What follows belongs to an exercise in optimizing a design on an open flow for small area and few clock cycles; a production flow would make more cautious choices.
The RTL of this run was laid out without a check of its function.
No activity file was given, so power comes from the tool's default toggle rates.

**flow/config.mk**
```make
export PLATFORM = sky130hd
export DESIGN_NAME = hdlc_rx32
export DESIGN_NICKNAME = hdlc_rx32
export VERILOG_FILES = /design/flow/design.v
export SDC_FILE = /design/flow/constraint.sdc
export NUM_CORES = 4
export LEC_CHECK = 0
export CAP_MARGIN = 20
export CORE_MARGIN = 2
export CORE_UTILIZATION = 40
export SLEW_MARGIN = 20
```
**flow/constraint.sdc**
```tcl
create_clock -name core_clock -period 5.5 [get_ports {clk}]
set_input_delay 1.1000 -clock core_clock [delete_from_list [all_inputs] [get_ports {clk}]]
set_output_delay 1.1000 -clock core_clock [all_outputs]
set_load 0.01 [all_outputs]
```
**flow/run.sh**
```bash
#!/bin/bash
# synth_recipe.tcl (not shown) runs the flow's synth.tcl, then flattens the netlist and writes it again
# the make line also repeats each setting of config.mk as NAME=value (left out here)
make -C /OpenROAD-flow-scripts/flow DESIGN_CONFIG=/design/flow/config.mk WORK_HOME=/design/flow/orfs CLKGATE_MAP_FILE= SYNTH_SCRIPT=/design/flow/synth_recipe.tcl finish
```
**flow/design.v**
```verilog
module crc16_x25_byte (
    input  wire [15:0] crc_in,
    input  wire [7:0]  data,
    output reg  [15:0] crc_out
);
    integer i;
    reg [15:0] c;
    always @(*) begin
        c = crc_in ^ {8'h00, data};
        for (i = 0; i < 8; i = i + 1) begin
            if (c[0])
                c = (c >> 1) ^ 16'h8408;
            else
                c = c >> 1;
        end
        crc_out = c;
    end
endmodule
module hdlc_deframer (
    input  wire       clk,
    input  wire       rst,
    input  wire       rx_valid,
    output wire       rx_ready,
    input  wire [7:0] rx_data,
    input  wire       rx_clear,
    output reg        pl_valid,
    input  wire       pl_ready,
    output reg  [7:0] pl_data,
    output reg        pl_end,
    output reg        pl_crc_ok,
    output reg        pl_abort
);
    localparam [7:0] FLAG = 8'h7E;
    localparam [7:0] ESC  = 8'h7D;
    reg        open;        
    reg        nonempty;    
    reg        esc;         
    reg  [1:0] cnt;         
    reg  [7:0] d0;          
    reg  [7:0] d1;          
    reg [15:0] crc;         
    reg        pend_end;    
    wire        out_free = !pl_valid || pl_ready;
    assign rx_ready = out_free && !pend_end;
    wire        take    = rx_valid && rx_ready;
    wire        is_flag = (rx_data == FLAG);
    wire        is_esc  = (rx_data == ESC);
    wire [7:0]  ubyte   = esc ? (rx_data ^ 8'h20) : rx_data;
    wire [15:0] crc_next;
    crc16_x25_byte u_crc (.crc_in(crc), .data(d0), .crc_out(crc_next));
    wire [15:0] rx_crc  = {d1, d0};
    wire        crc_ok  = !esc && (rx_crc == ~crc);
    always @(posedge clk) begin
        if (rst) begin
            open     <= 1'b0;
            nonempty <= 1'b0;
            esc      <= 1'b0;
            cnt      <= 2'd0;
            crc      <= 16'hFFFF;
            pend_end <= 1'b0;
            pl_valid <= 1'b0;
            pl_end   <= 1'b0;
            pl_crc_ok <= 1'b0;
            pl_abort <= 1'b0;
        end else begin
            if (pl_valid && pl_ready)
                pl_valid <= 1'b0;
            if (pend_end && out_free) begin
                pend_end  <= 1'b0;
                pl_valid  <= 1'b1;
                pl_end    <= 1'b1;
                pl_crc_ok <= 1'b0;
                pl_abort  <= 1'b0;
            end else if (take) begin
                if (rx_clear) begin
                    if (open && nonempty) begin
                        pl_valid  <= 1'b1;
                        pl_end    <= 1'b1;
                        pl_crc_ok <= 1'b0;
                        pl_abort  <= 1'b1;
                    end
                    open     <= 1'b0;
                    nonempty <= 1'b0;
                    esc      <= 1'b0;
                    cnt      <= 2'd0;
                    crc      <= 16'hFFFF;
                end else if (is_flag) begin
                    if (open && nonempty) begin
                        case (cnt)
                            2'd0: begin
                                pl_valid  <= 1'b1;
                                pl_end    <= 1'b1;
                                pl_crc_ok <= 1'b0;
                                pl_abort  <= 1'b0;
                            end
                            2'd1: begin
                                pl_valid  <= 1'b1;
                                pl_end    <= 1'b0;
                                pl_data   <= d0;
                                pend_end  <= 1'b1;
                            end
                            default: begin
                                pl_valid  <= 1'b1;
                                pl_end    <= 1'b1;
                                pl_crc_ok <= crc_ok;
                                pl_abort  <= 1'b0;
                            end
                        endcase
                    end
                    open     <= 1'b1;
                    nonempty <= 1'b0;
                    esc      <= 1'b0;
                    cnt      <= 2'd0;
                    crc      <= 16'hFFFF;
                end else if (open) begin
                    nonempty <= 1'b1;
                    if (!esc && is_esc) begin
                        esc <= 1'b1;
                    end else begin
                        esc <= 1'b0;
                        case (cnt)
                            2'd0: begin
                                d0  <= ubyte;
                                cnt <= 2'd1;
                            end
                            2'd1: begin
                                d1  <= ubyte;
                                cnt <= 2'd2;
                            end
                            default: begin
                                pl_valid <= 1'b1;
                                pl_end   <= 1'b0;
                                pl_data  <= d0;
                                crc      <= crc_next;
                                d0       <= d1;
                                d1       <= ubyte;
                            end
                        endcase
                    end
                end
            end
        end
    end
endmodule
module hdlc_rx32_unpack (
    input  wire        clk,
    input  wire        rst,
    input  wire        rx_valid,
    output wire        rx_ready,
    input  wire [31:0] rx_data,
    input  wire  [2:0] rx_len,
    input  wire        rx_clear,
    output wire        b_valid,
    input  wire        b_ready,
    output wire  [7:0] b_data,
    output wire        b_clear
);
    reg        full;
    reg [31:0] data;
    reg  [2:0] len;
    reg        clear;
    reg  [1:0] idx;        
    wire last = clear || ({1'b0, idx} + 3'd1 >= len);
    assign b_valid  = full;
    assign b_data   = data[8*idx +: 8];
    assign b_clear  = clear;
    assign rx_ready = !full || (b_ready && last);
    always @(posedge clk) begin
        if (rst) begin
            full <= 1'b0;
            idx  <= 2'd0;
        end else begin
            if (rx_valid && rx_ready) begin
                full  <= 1'b1;
                data  <= rx_data;
                len   <= rx_len;
                clear <= rx_clear;
                idx   <= 2'd0;
            end else if (full && b_ready) begin
                if (last)
                    full <= 1'b0;
                else
                    idx <= idx + 2'd1;
            end
        end
    end
endmodule
module hdlc_rx32_pack (
    input  wire        clk,
    input  wire        rst,
    input  wire        b_valid,
    output wire        b_ready,
    input  wire  [7:0] b_data,
    input  wire        b_end,
    input  wire        b_crc_ok,
    input  wire        b_abort,
    output reg         pl_valid,
    input  wire        pl_ready,
    output reg  [31:0] pl_data,
    output reg   [2:0] pl_len,
    output reg         pl_end,
    output reg         pl_crc_ok,
    output reg         pl_abort
);
    reg [31:0] acc;
    reg  [2:0] acc_n;      
    wire out_free = !pl_valid || pl_ready;
    assign b_ready = b_end ? out_free : (acc_n != 3'd4 || out_free);
    always @(posedge clk) begin
        if (rst) begin
            acc_n    <= 3'd0;
            pl_valid <= 1'b0;
        end else begin
            if (pl_valid && pl_ready)
                pl_valid <= 1'b0;
            if (b_valid && b_ready && b_end) begin
                pl_valid  <= 1'b1;
                pl_data   <= acc;
                pl_len    <= acc_n;
                pl_end    <= 1'b1;
                pl_crc_ok <= b_crc_ok;
                pl_abort  <= b_abort;
                acc_n     <= 3'd0;
            end else if (acc_n == 3'd4 && out_free) begin
                pl_valid  <= 1'b1;
                pl_data   <= acc;
                pl_len    <= 3'd4;
                pl_end    <= 1'b0;
                if (b_valid && b_ready) begin
                    acc[7:0] <= b_data;
                    acc_n    <= 3'd1;
                end else begin
                    acc_n    <= 3'd0;
                end
            end else if (b_valid && b_ready) begin
                acc[8*acc_n[1:0] +: 8] <= b_data;
                acc_n <= acc_n + 3'd1;
            end
        end
    end
endmodule
module hdlc_rx32 (
    input  wire        clk,
    input  wire        rst,
    input  wire        rx_valid,
    output wire        rx_ready,
    input  wire [31:0] rx_data,
    input  wire  [2:0] rx_len,
    input  wire        rx_clear,
    output wire        pl_valid,
    input  wire        pl_ready,
    output wire [31:0] pl_data,
    output wire  [2:0] pl_len,
    output wire        pl_end,
    output wire        pl_crc_ok,
    output wire        pl_abort
);
    wire       u_valid, u_ready, u_clear;
    wire [7:0] u_data;
    wire       d_valid, d_ready, d_end, d_crc_ok, d_abort;
    wire [7:0] d_data;
    hdlc_rx32_unpack u_unpack (
        .clk(clk), .rst(rst),
        .rx_valid(rx_valid), .rx_ready(rx_ready), .rx_data(rx_data),
        .rx_len(rx_len), .rx_clear(rx_clear),
        .b_valid(u_valid), .b_ready(u_ready), .b_data(u_data), .b_clear(u_clear)
    );
    hdlc_deframer u_deframer (
        .clk(clk), .rst(rst),
        .rx_valid(u_valid), .rx_ready(u_ready), .rx_data(u_data), .rx_clear(u_clear),
        .pl_valid(d_valid), .pl_ready(d_ready), .pl_data(d_data), .pl_end(d_end),
        .pl_crc_ok(d_crc_ok), .pl_abort(d_abort)
    );
    hdlc_rx32_pack u_pack (
        .clk(clk), .rst(rst),
        .b_valid(d_valid), .b_ready(d_ready), .b_data(d_data), .b_end(d_end),
        .b_crc_ok(d_crc_ok), .b_abort(d_abort),
        .pl_valid(pl_valid), .pl_ready(pl_ready), .pl_data(pl_data), .pl_len(pl_len),
        .pl_end(pl_end), .pl_crc_ok(pl_crc_ok), .pl_abort(pl_abort)
    );
endmodule
```
==> results.txt <==
## power by group
part / leakage [µW] / switching, µW / total [µW] / internal [µW]
clock network: 0.000287 / 462 / 1180 / 714
logic: 0.00122 / 31.1 / 75.8 / 44.7
registers: 0.00128 / 5.48 / 1340 / 1330
total: 0.00279 / 499 / 2590 / 2090
## registers in the layout, summed over array words and instances (netlist names), 2 cells and up
name,count
u_deframer.d0,8
u_pack.acc_n,3
u_unpack.len,3
u_pack.acc,32
u_unpack.idx,2
u_pack.pl_data,32
u_deframer.d1,8
u_pack.pl_len,3
u_unpack.data,32
u_deframer.pl_data,8
u_deframer.cnt,2
u_deframer.crc,16
## critical path, delay by kind of cell (launching register included)
family | cells | cell delay, ns
buffers and inverters | 1 | 0.61
adders and majority gates | 2 | 0.65
AOI/OAI and AO/OA | 3 | 0.57
DFF | 1 | 0.71
## how the worst min path moves through the flow
stage	start	cells after the start	to
floorplan	u_deframer.pl_abort$_SDFFE_PP0P_	0	u_pack.pl_abort$_DFFE_PP_
global placement	u_pack.acc[26]$_DFFE_PP_	0	u_pack.pl_data[26]$_DFFE_PP_
detailed placement	u_pack.acc[11]$_DFFE_PP_	0	u_pack.pl_data[11]$_DFFE_PP_
CTS	u_pack.acc[11]$_DFFE_PP_	0	u_pack.pl_data[11]$_DFFE_PP_
global route	u_pack.acc[30]$_DFFE_PP_	0	u_pack.pl_data[30]$_DFFE_PP_
finish	u_pack.acc[13]$_DFFE_PP_	0	u_pack.pl_data[13]$_DFFE_PP_
## layer usage
metal / wire length (µm) / GRT usage (%)
met5: 0 / 0
met4: 210 / 5.73
met1: 5280 / 17.9
met2: 5890 / 23.2
met3: 621 / 4.23
## cell families (layout without fill, tap and decap cells)
logic type | Yosys count | count (layout) | synth area share (%)
simple gates | 94 | 94 | 7.37
xor+xnor | 33 | 33 | 4.26
compound gates | 102 | 102 | 11.7
mux | 18 | 18 | 4.47
fa+ha+maj | 9 | 9 | 1.66
flops | 163 | 163 | 67.3
buf+inv | 50 | 148 | 3.23
## synth_stat cells (2+ instances only)
cell	n
sky130_fd_sc_hd__mux4_2	5
sky130_fd_sc_hd__dfxtp_1	33
sky130_fd_sc_hd__nor2b_1	4
sky130_fd_sc_hd__o31ai_1	2
sky130_fd_sc_hd__nand2_1	33
sky130_fd_sc_hd__inv_1	35
sky130_fd_sc_hd__mux4_1	3
sky130_fd_sc_hd__a2bb2oi_2	10
sky130_fd_sc_hd__a2111oi_0	2
sky130_fd_sc_hd__o31a_1	2
sky130_fd_sc_hd__nor3b_1	5
sky130_fd_sc_hd__nand2b_1	5
sky130_fd_sc_hd__a211o_1	2
sky130_fd_sc_hd__a31oi_1	2
sky130_fd_sc_hd__xnor2_1	20
sky130_fd_sc_hd__a2bb2oi_1	5
sky130_fd_sc_hd__nand4_1	2
sky130_fd_sc_hd__a22o_1	8
sky130_fd_sc_hd__xor2_1	13
sky130_fd_sc_hd__clkbuf_1	10
sky130_fd_sc_hd__o41ai_1	2
sky130_fd_sc_hd__a21o_1	3
sky130_fd_sc_hd__a211oi_1	4
sky130_fd_sc_hd__a21oi_1	14
sky130_fd_sc_hd__a221oi_1	2
sky130_fd_sc_hd__o21ai_0	30
sky130_fd_sc_hd__mux2_2	9
sky130_fd_sc_hd__nor3_1	7
sky130_fd_sc_hd__nor4_1	3
sky130_fd_sc_hd__buf_6	4
sky130_fd_sc_hd__a32oi_1	2
sky130_fd_sc_hd__edfxtp_1	130
sky130_fd_sc_hd__and4b_1	4
sky130_fd_sc_hd__ha_1	9
sky130_fd_sc_hd__nor2_1	12
sky130_fd_sc_hd__nand3_1	7
sky130_fd_sc_hd__and2_1	3
sky130_fd_sc_hd__o21ai_1	2
sky130_fd_sc_hd__or4_1	2
## stage by stage
step | total power [µW] | instance area (µm²) | worst slack, ns | std cells | hold slack [ns]
floorplan | 1400 | 6780 | 0.426 | 469 | 0.408
global placement | 1440 | 7800 | 1.55 | 756 | 0.440
detailed placement | 1440 | 7800 | 1.55 | 756 | 0.436
CTS | 2620 | 8390 | 1.35 | 787 | 0.451
global route | 2680 | 8410 | 1.16 | 787 | 0.459
finish | 2590 | 8410 | 1.42 | 787 | 0.449
## final cells by class
type,instances,area share [%]
repair buffers,82,9.67
clock buffers,19,5.15
flip-flops and latches,163,54.3
clock inverters,12,1.88
multi-input cells,256,24.2
well taps,220,3.27
inverters,35,1.56
==> metrics.csv <==
metric,value,unit
detail_route.wirelength,12.0,mm
ys_top_cells_by_area,"sky130_fd_sc_hd__edfxtp_1, sky130_fd_sc_hd__dfxtp_1, sky130_fd_sc_hd__xnor2_1",
tritoncts_num_sinks,163,
critical_path_end_type,output pin,
antenna_cells_inserted,0,
clock_insertion_delay_worst_skew,0.42,ns
dr.first_iter.drc_count,206,
postSynth.topFlopCell,sky130_fd_sc_hd__edfxtp_1,
postSynth.asyncResetShare,0,%
multiInputGateArea,2030,µm²
grt_util_all_layers,14.3,%
reg2regPathDepth,7,
worst-r2r-setup-slack,2.37,ns
synth.yosys.seq_area_share,67.3,%
yosys_warnings,4,
ctsLongestPathBuffers,2,
routed-via-count,3952,
cts_max_level,4,
critical_path.most_common_cell,sky130_fd_sc_hd__ha_1,
grt_overflow,0,
crit_slowest_cell,sky130_fd_sc_hd__dfxtp_1,
detail_route.drc_violations,0,
placer_congestion,0.801,
maxSlewHeadroom,31.4,%
synth.top_cell.area_share,57.6,%
r2r-end,u_deframer.crc[3]$_SDFFE_PP1P_,
rsz0062_at_grt,false,
finalMaxSlewViolations,0,
placeableCoreArea,16600,µm²
worst_r2r_startpoint,u_pack.acc_n[0]$_SDFFE_PP0P_,
clk_transition_reported_paths,0.06,ns
detail_route.vias_per_cell,5.02,
maximum_number_of_pins_on_one_net_before_global_route_repair,37,
dieHeight,134,µm
crit_arrival,2.98,ns
synthesis.area,6780,µm²
dominant_cell_type_by_area_after_synthesis,sky130_fd_sc_hd__edfxtp_1,
wl_per_cell,15.3,µm
drive_above_1_share,12.2,%
post_cts_hold_buffer_count,0,
worstPathMaxFanout,13,
cp-start-kind,register,
design.final.nets,604,
cts_root_buf,sky130_fd_sc_hd__clkbuf_16,
die-area,18000,µm²
initial_antenna_violation_count,0,
final_hold_viol_count,0,
register_area,4560,µm²
start_util,40.9,%
rows,47,
status,timing/DRC/antenna clean,
place.detailed.hpwl,8.74,mm
cts_tree,built,
die_width,134,µm
layout.cells.most_common_list,"sky130_fd_sc_hd__edfxtp_1, sky130_fd_sc_hd__clkdlybuf4s50_1, sky130_fd_sc_hd__inv_1, sky130_fd_sc_hd__nand2_1, sky130_fd_sc_hd__dfxtp_1",
timing_worst_setup_path_type,reg2out,
finish.utilization,50.7,%
most_common_library_cell_in_the_layout_ignoring_fill_and_taps,sky130_fd_sc_hd__edfxtp_1,
slowest_delay,0.71,ns
num-fill-cells,1413,
min_path_type,reg2reg,
total_leakage_power,0.00279,µW
postRouteAntennaNets,0,
cp_cell_sequence,ha_1 -> ha_1 -> a21o_1 -> a21oi_1 -> o21ai_0 -> clkdlybuf4s50_1,
power_density_normalized_to_cell_area,308,nW/µm²
final.period_utilization,74.1,%
cts_setup_buffers,0,
synthesis.area_per_instance,14.5,µm²
detailedRoute.firstPassIterationCount,4,
synth.lib_cells_used.distinct,58,
grt_pass1_wl,20.0,mm
max_cap_viol_count,0,
synth-seq-cells,163,
max_slew.worst_pin.slew,1.03,ns
max_freq,245,MHz
number_of_buffers_inserted_by_port_buffering,79,
startpoint,u_unpack.idx[0]$_SDFFE_PP0P_,
worstSetupEndpoint,rx_ready,
setup_viol_count_final,0,
ios,80,
peak_vdd_ir,219,µV
final.setup.tns,0,ns
syn-instance-count,469,
layout_min_cycle_time,4.08,ns
cts_resized,0,
critical_path_required_time,4.40,ns
area_growth_syn_to_layout,24.0,%
finClkSkew,0.00667,ns
synth-edff-count,130,
tritoncts.num_buffers,17,
grt_pass1_vias,3981,
syn_nets,518,

separate check: timing with driven ports:
The flow's constraints put no driver on any port. The routed layout listed below was extracted and timed again, unchanged, in two steps.
Step 1 assumes that a clkbuf_16 drives the clock port and a buf_2 every other input.
Step 2, shift: input delay + t, output delay - t, t = (earliest + latest rising clock arrival at the registers) / 2. This alone moves slack from input paths to output paths.
Three values: no drivers, after step 1, after step 2; two values: the first two.
shift t [ns]: 0.460
setup WS [ns]: 1.423 / 1.380 / 1.513
worst setup path at the end: input to output
worst register clock-pin slew, ns: 0.06 / 0.06
cell pins on the clock port's net: 1
After both steps this run still meets setup and hold. The setup slack of this run moves by -0.043 ns with the drivers and by +0.090 ns with both steps.
